Source: an optimization exercise on an open RTL-to-GDS flow (aim: small area, a short achievable clock period and few clock cycles). Production flows keep margins and buffers that such runs may drop. Only simulation tests tie the RTL to the original design; equivalence was not proved. Power is estimated from default activity; no workload was simulated.

==> flow/design.v (excerpt) <==
module vpe_stripe_solver (
  input             clk,
  input             rst_n,
  input             start,
  input             cfg_scheme,      
  input      [3:0]  cfg_ngroups,     
  input      [47:0] cfg_gsize,       
  input      [63:0] fail_data,       
  input      [7:0]  fail_lp,         
  input             fail_gp,         
  output            busy,
  output            done,
  output     [1:0]  cls_rollup,
  output     [15:0] cls_group,       
  output     [1:0]  cls_gp,
  output            rd_valid,
  output     [5:0]  rd_slot,
  input             rd_ready,
  input      [31:0] rd_data,
  output            out_valid,
  output     [5:0]  out_slot,
  output     [31:0] out_data,
  input             out_ready
);
  localparam [1:0] C_OK = 2'd0, C_REC = 2'd1, C_DL = 2'd2;
  localparam [4:0] S_IDLE  = 5'd0,  S_DONE  = 5'd1,  S_ANA0 = 5'd2,  S_ANA  = 5'd3,
                   S_PLAN  = 5'd4,  S_TGP   = 5'd5,  S_LJT  = 5'd6,  S_HT   = 5'd7,
                   S_TLOW  = 5'd8,  S_LJA   = 5'd9,  S_HA   = 5'd10, S_TUP  = 5'd11,
                   S_SOLVE = 5'd12, S_EMI   = 5'd13, S_EMJ  = 5'd14, S_LJL  = 5'd15,
                   S_LPJ   = 5'd16, S_EMLPT = 5'd17, S_GPE  = 5'd18, S_END  = 5'd19, S_DISP = 5'd20;
  function automatic [31:0] mul2w(input [31:0] w);    
    integer b;
    begin
      for (b = 0; b < 4; b = b + 1)
  ...
Size: about 4000 cells after synthesis, roughly 380 flip-flops, ~230 I/O pins, roughly 0.035 mm^2 of cells after synthesis.
Settings: LEC_CHECK=0, CAP_MARGIN=20, CORE_MARGIN=2, CORE_UTILIZATION=60, SLEW_MARGIN=20; clock period 14.0 ns.
standard.sh (not shown) runs the stock make flow with config.mk's settings and CLKGATE_MAP_FILE= SYNTH_SCRIPT=/design/flow/synth_recipe.tcl, a recipe that flattens the netlist after the stock synthesis.
==> flow/flow/run.sh <==
#!/bin/bash
set -euo pipefail
export SETUP_SLACK_MARGIN=10
export BUFFER_PORTS_ARGS="-buffer_cell sky130_fd_sc_hd__buf_2"
bash standard.sh > standard.log 2>&1
The baseline produced a layout that fails on max-capacitance violations, max-slew violations.
Testbench counts at the start, summed over its fixed seeds: cycles 59,929.
==> next run, changes <==
--- a/flow/design.v
+++ b/flow/design.v
@@ -230,28 +230,27 @@
     case (st2)
       S_TGP:   if (r_t == 3'd0) begin nx_st = S_TLOW; nx_g = r_t; end
                else begin nx_st = r_loc[0] ? S_LJT : S_HT; nx_g = 3'd0; end
       S_LJT:   nx_st = S_HT;
       S_HT:    if (g2 + 3'd1 == r_t) begin nx_st = S_TLOW; nx_g = r_t; end
                else begin nx_g = g2 + 3'd1; nx_st = r_loc[g2 + 3'd1] ? S_LJT : S_HT; end
       S_TLOW:  if (r_t == ngm1) begin nx_st = S_TUP; nx_g = r_t; end
                else begin nx_g = ngm1; nx_st = (!scheme && r_loc[ngm1]) ? S_LJA : S_HA; end
       S_LJA:   nx_st = S_HA;
       S_HA:    if (r_modeT && g2 - 3'd1 == r_t) begin nx_st = S_TUP; nx_g = r_t; end
                else if (!r_modeT && g2 == 3'd0) nx_st = S_GPE;
                else begin nx_g = g2 - 3'd1; nx_st = (!scheme && r_loc[g2 - 3'd1]) ? S_LJA : S_HA; end
-      S_TUP:   nx_st = r_tc ? S_SOLVE : S_EMI;
-      S_SOLVE: nx_st = S_EMI;
-      S_EMI:   if (r_tc) nx_st = S_EMJ;
+      S_TUP:   if (r_tc) nx_st = S_SOLVE;
                else begin to_loc = 1'b1; lfrom = {1'b0, r_t} + 4'd1; end
+      S_SOLVE: nx_st = S_EMJ;
       S_EMJ:   begin to_loc = 1'b1; lfrom = {1'b0, r_t} + 4'd1; end
       S_LJL:   begin to_loc = 1'b1; lfrom = {1'b0, g2} + 4'd1; end
       S_LPJ, S_EMLPT: begin to_lp = 1'b1; pfrom = {1'b0, g2} + 4'd1; end
       default: nx_st = S_END;
     endcase
     lf = ffs8(r_loc & (8'hff << lfrom));
     if (to_loc) begin
       if (lf[3]) begin nx_st = S_LJL; nx_g = lf[2:0]; end
       else begin to_lp = 1'b1; pfrom = 4'd0; end
     end
     pf = ffs8(r_lpe & (8'hff << pfrom));
     if (to_lp) begin
@@ -324,24 +323,25 @@
       default:                    vend = 1'b1;
     endcase
   end
   wire [31:0] p_base = first ? 32'd0 : P;
   wire [31:0] pn     = p_base ^ rd_data;
   wire [31:0] hx     = (lpv || !cf) ? rd_data : P;         
   wire [31:0] th     = T ^ hx;
   wire [31:0] tnext  = scheme ? th : div2w(th);
   wire [31:0] amul   = scheme ? A : mul2w(A);
   reg  [7:0]  cval;
   always @(posedge clk) cval <= ctab(jreg - ireg);
   wire [31:0] rsol   = A ^ T ^ P ^ V;
+  wire [31:0] tsol   = mul2w(T) ^ (cval[bcnt] ? A : 32'd0);
   wire [5:0] s_step  = (st == S_HA || st == S_TUP) ? s - 6'd1 : s + 6'd1;
   wire       cf_step = fd[s_step];
   wire       seenj_n = seenj || (cf && r_tc && !seenj);
   wire       st_rsel = (st_lj && cf_step) || (st == S_TUP && cf_step && r_tc && seenj_n);
   wire job_st = !(st == S_IDLE || st == S_DONE || st == S_ANA0 || st == S_ANA ||
                   st == S_PLAN || st == S_END);
   always @(posedge clk) begin
     if (!rst_n) begin
       st     <= S_IDLE;
       busy_r <= 1'b0;
       done_r <= 1'b0;
       ovalid <= 1'b0;
@@ -478,46 +478,47 @@
                   V    <= p_base;
                 end
               end
               S_TUP: begin
                 if (!cf) begin
                   A <= amul ^ rd_data;
                   P <= pn;
                 end else if (r_tc && !seenj) begin
                   A     <= amul;
                   P     <= p_base;
                   jreg  <= s;
                   seenj <= 1'b1;
-                end else begin
+                end else if (r_tc) begin
                   A    <= amul;
-                  P    <= r_tc ? pn : p_base;    
+                  P    <= pn;                    
                   ireg <= s;
+                end else begin
+                  V      <= amul ^ T;
+                  A      <= amul ^ T ^ p_base ^ V;
+                  ovalid <= 1'b1;
+                  oslot  <= s;
                 end
               end
               S_SOLVE: begin
                 if (bcnt == 3'd7) begin
                   A <= rsol;
                   T <= cval[7] ? rsol : 32'd0;
                 end else
-                  T <= mul2w(T) ^ (cval[bcnt] ? A : 32'd0);
-                bcnt <= bcnt - 3'd1;
-              end
-              S_EMI: begin
-                ovalid <= 1'b1;
-                oslot  <= ireg;
-                if (r_tc) V <= T ^ P ^ V;
-                else begin
-                  V <= A ^ T;
-                  A <= A ^ T ^ P ^ V;
+                  T <= tsol;
+                if (bcnt == 3'd0) begin
+                  V      <= tsol ^ P ^ V;
+                  ovalid <= 1'b1;
+                  oslot  <= ireg;
                 end
+                bcnt <= bcnt - 3'd1;
               end
               S_EMJ: begin
                 ovalid <= 1'b1;
                 oslot  <= jreg;
                 V      <= T;
               end
               S_EMLPT, S_GPE: begin
                 ovalid <= 1'b1;
                 oslot  <= pslot;
                 V      <= A;
               end
               default: ;
- With this change the flow completed with no timing, DRC or antenna violations
- final cell count increases by about 1.8%
- die area increases by about 2.3%
- power increases by about 1.4%
- via count decreases by 4.5%
- design area stays flat
- count of clock-buffer cells in the layout decreases by 8
- global-route usage decreases by 4.2 points
Testbench counts after the change, summed over its fixed seeds: cycles 59,564.

re-timing with driven ports:
How much do the figures lean on ideal ports? The routed layouts below were timed once more, with nothing changed but the port constraints. Step 1 sets driving cells, clkbuf_16 on the clock port and buf_2 on the other inputs (assumed; they add their load-dependent delay and slew). Step 2, shift: input delay + t, output delay - t, t = (earliest + latest rising clock arrival at the registers) / 2. This alone moves slack from input paths to output paths. Slacks: ideal ports / drivers / drivers and shift; pairs: ideal ports / drivers.
run | t, ns | setup WS [ns] | hold slack, ns | worst register clock-pin slew, ns | worst data-port slew with drivers (ns)
the first run | 0.683 | 9.671 / 9.671 / 9.323 | 0.539 / 0.539 / 0.539 | 0.07 / 0.07 | 0.12
the second run | 0.674 | 9.882 / 9.818 / 9.359 | 0.580 / 0.580 / 0.580 | 0.07 / 0.07 | 0.10
For the second run, which loses most, drivers alone change the setup slack by -0.064 ns; drivers and shift together by -0.523 ns.
